Background: an optimization exercise with open tools, aiming at small area and few clock cycles. Do not read the settings as production practice.
Function was checked by simulation only, so behaviour that the tests miss may differ from the original.
Power is estimated from default activity; no workload was simulated.

Setup of wip/violet:
Design softphy_rx, start of the top module:
module softphy_rx (
    input             clk,
    input             rst,           
    input      [1:0]  cfg_coding,    
    input      [11:0] cfg_leadin,
    input      [15:0] cfg_pollbud,
    input      [31:0] cfg_rxtmo,
    input      [15:0] cfg_th_short,
    input      [15:0] cfg_th_long,
    input      [15:0] cfg_th_viol,
    input      [15:0] cfg_th_short_t,
    input      [15:0] cfg_th_long_t,
    input      [15:0] cfg_th_viol_t,
    input             start,
    output            busy,
    output reg        done,
    input             s_valid,
    output            s_ready,
    input             s_end,         
    input      [31:0] s_time,
    input             s_level,
    output reg [2:0]  rx_stat,
    output     [9:0]  rx_count,
    output reg [14:0] rx_npulse,
    output reg [14:0] rx_synth,
    input      [3:0]  win_addr,
    output     [31:0] win_data
);
    localparam [2:0] ST_OK       = 3'd0,
                     ST_NORESP   = 3'd1,
                     ST_PREAMBLE = 3'd2,
                     ST_STOPBIT  = 3'd3,
                     ST_PROTOCOL = 3'd5;
    localparam [2:0] S_IDLE  = 3'd0,
                     S_FIRST = 3'd1,    
                     S_WAIT  = 3'd2,    
                     S_RUN   = 3'd3,    
                     S_DRAIN = 3'd4;    
    localparam integer NINS = 1;
    localparam integer ISTEP = 16 / NINS;
    reg [2:0]   state;
    reg [511:0] ring;         
    reg [3:0]   ph;
    reg         lvl;          
    reg [31:0]  t_ref;        
    reg [17:0]  t_edge;       
    reg         lead_bad;
    reg [14:0]  hp;           
    reg [3:0]   pos;          
    reg [9:0]   wp;           
    reg [2:0]   qn;           
    reg [3:0]   qv;           
    reg         cur_bit;      
    reg         last_bit;     
    function automatic lt16(input [15:0] a, input [15:0] b);
        integer k;
        reg r;
        begin
            r = 1'b0;
            for (k = 0; k < 16; k = k + 1)
                r = (~a[k] & b[k]) | (~a[k] & r) | (b[k] & r);
            lt16 = r;
        end
    endfunction
    function automatic lt32(input [31:0] a, input [31:0] b);
        integer k;
        reg r;
        begin
            r = 1'b0;
            for (k = 0; k < 32; k = k + 1)
  ...
clock: 12.0 ns
lec_check: 0
cap_margin: 20
core_margin: 2
core_utilization: 40
slew_margin: 20
standard.sh (not shown) runs the stock make flow with config.mk's settings and CLKGATE_MAP_FILE= SYNTH_SCRIPT=/design/flow/synth_recipe.tcl, a recipe that flattens the netlist after the stock synthesis.
==> flow/flow/run.sh <==
#!/bin/bash
# The standard layout, with small port buffers and a clock tree of small
# buffers without dummy loads. Each tool's output is kept in the ORFS logs;
# make's own output goes to flow.log.
set -euo pipefail
export BUFFER_PORTS_ARGS="-buffer_cell sky130_fd_sc_hd__buf_1"
export CTS_ARGS="-sink_clustering_enable -repair_clock_nets -dont_use_dummy_load -sink_clustering_size 10 -sink_clustering_max_diameter 50 -buf_list {sky130_fd_sc_hd__clkbuf_4}"
bash standard.sh > flow.log 2>&1
Testbench counts of wip/violet, summed over its fixed seeds: cycles 4,003,742.
Modified inputs, wip/delta compared to wip/violet
--- a/flow/flow/run.sh
+++ b/flow/flow/run.sh
@@ -7 +7 @@
-export CTS_ARGS="-sink_clustering_enable -repair_clock_nets -dont_use_dummy_load -sink_clustering_size 10 -sink_clustering_max_diameter 50 -buf_list {sky130_fd_sc_hd__clkbuf_4}"
+export CTS_ARGS="-sink_clustering_enable -repair_clock_nets -dont_use_dummy_load -sink_clustering_size 16 -sink_clustering_max_diameter 60 -buf_list {sky130_fd_sc_hd__clkbuf_8}"
## What came out
- Against wip/violet, wip/delta comes in 1.2 points higher on power share of the clock group.
- Changes observed in wip/delta relative to wip/violet: logic depth of the worst register-to-register path held steady, minimum clock period after layout grew by 0.16 ns, routed wire length shrank by 400 µm, post-layout worst setup margin shrank by 0.16 ns.
The inputs of wip/willow differ from those of wip/delta as listed below.
- putting ABC_AREA at 1 where nothing was set
--- a/flow/flow/run.sh
+++ b/flow/flow/run.sh
@@ -2,3 +2,6 @@
-# The standard layout, with small port buffers and a clock tree of small
-# buffers without dummy loads. Each tool's output is kept in the ORFS logs;
-# make's own output goes to flow.log.
+# The standard layout, with three changes: synthesis maps adders and
+# comparators with Yosys's own Brent-Kung carry tree instead of the
+# Kogge-Stone one (the registers are unchanged), ports get small buffers,
+# and the clock tree uses clkbuf_8 clusters without dummy loads.
+# Each tool's output is kept in the ORFS logs; make's own output goes to
+# flow.log.
@@ -5,0 +9 @@
+export SYNTH_OPERATIONS_ARGS="-nofsm"
Results
Against wip/delta as the reference, wip/willow delivers a higher count of buffers not belonging to the clock network in the layout.
Diff wip/delta -> wip/willow: area after synthesis went down 6.5%, wire length of the first global-routing pass went down by 7.1%, tightest slew margin relative to the limit increased by 1.1 points relative to the old numbers, clock network power share now smaller.
Summary: with wip/delta as the reference, die extent in y in wip/willow moved down by a few percent.
The finished layout cell area in wip/delta is 1.06 times that in wip/willow.
wip/willow ended up with a lower multi-input gate share of the layout cell area than wip/delta did.

==> static timing again, ports no longer ideal <==
The flow's constraints put no driver on any port. The routed layouts listed below were extracted and timed again, unchanged, in two steps.
Step 1 assumes that a clkbuf_16 drives the clock port and a buf_2 every other input.
Step 2 moves the port delays by t, midway between the first and last clock arrival at a register: inputs arrive t later, outputs are due t later. That takes back most of the time a late clock gives input paths.
Three values: ideal, step 1, step 2; two values: the first two.
run	t, ns	setup WS [ns]	hold slack, ns	slew at the worst register clock pin (ns)
wip/violet	0.856	2.608 / 2.636 / 1.780	0.265 / 0.265 / 0.265	0.11 / 0.11
wip/delta	0.705	2.444 / 2.472 / 1.768	0.303 / 0.303 / 0.303	0.11 / 0.11
wip/willow	0.725	1.098 / 1.136 / 0.412	0.217 / 0.217 / 0.217	0.10 / 0.10
After both steps every run listed still meets setup and hold. For wip/violet, which loses most, drivers alone change the setup slack by +0.028 ns; drivers and shift together by -0.828 ns.
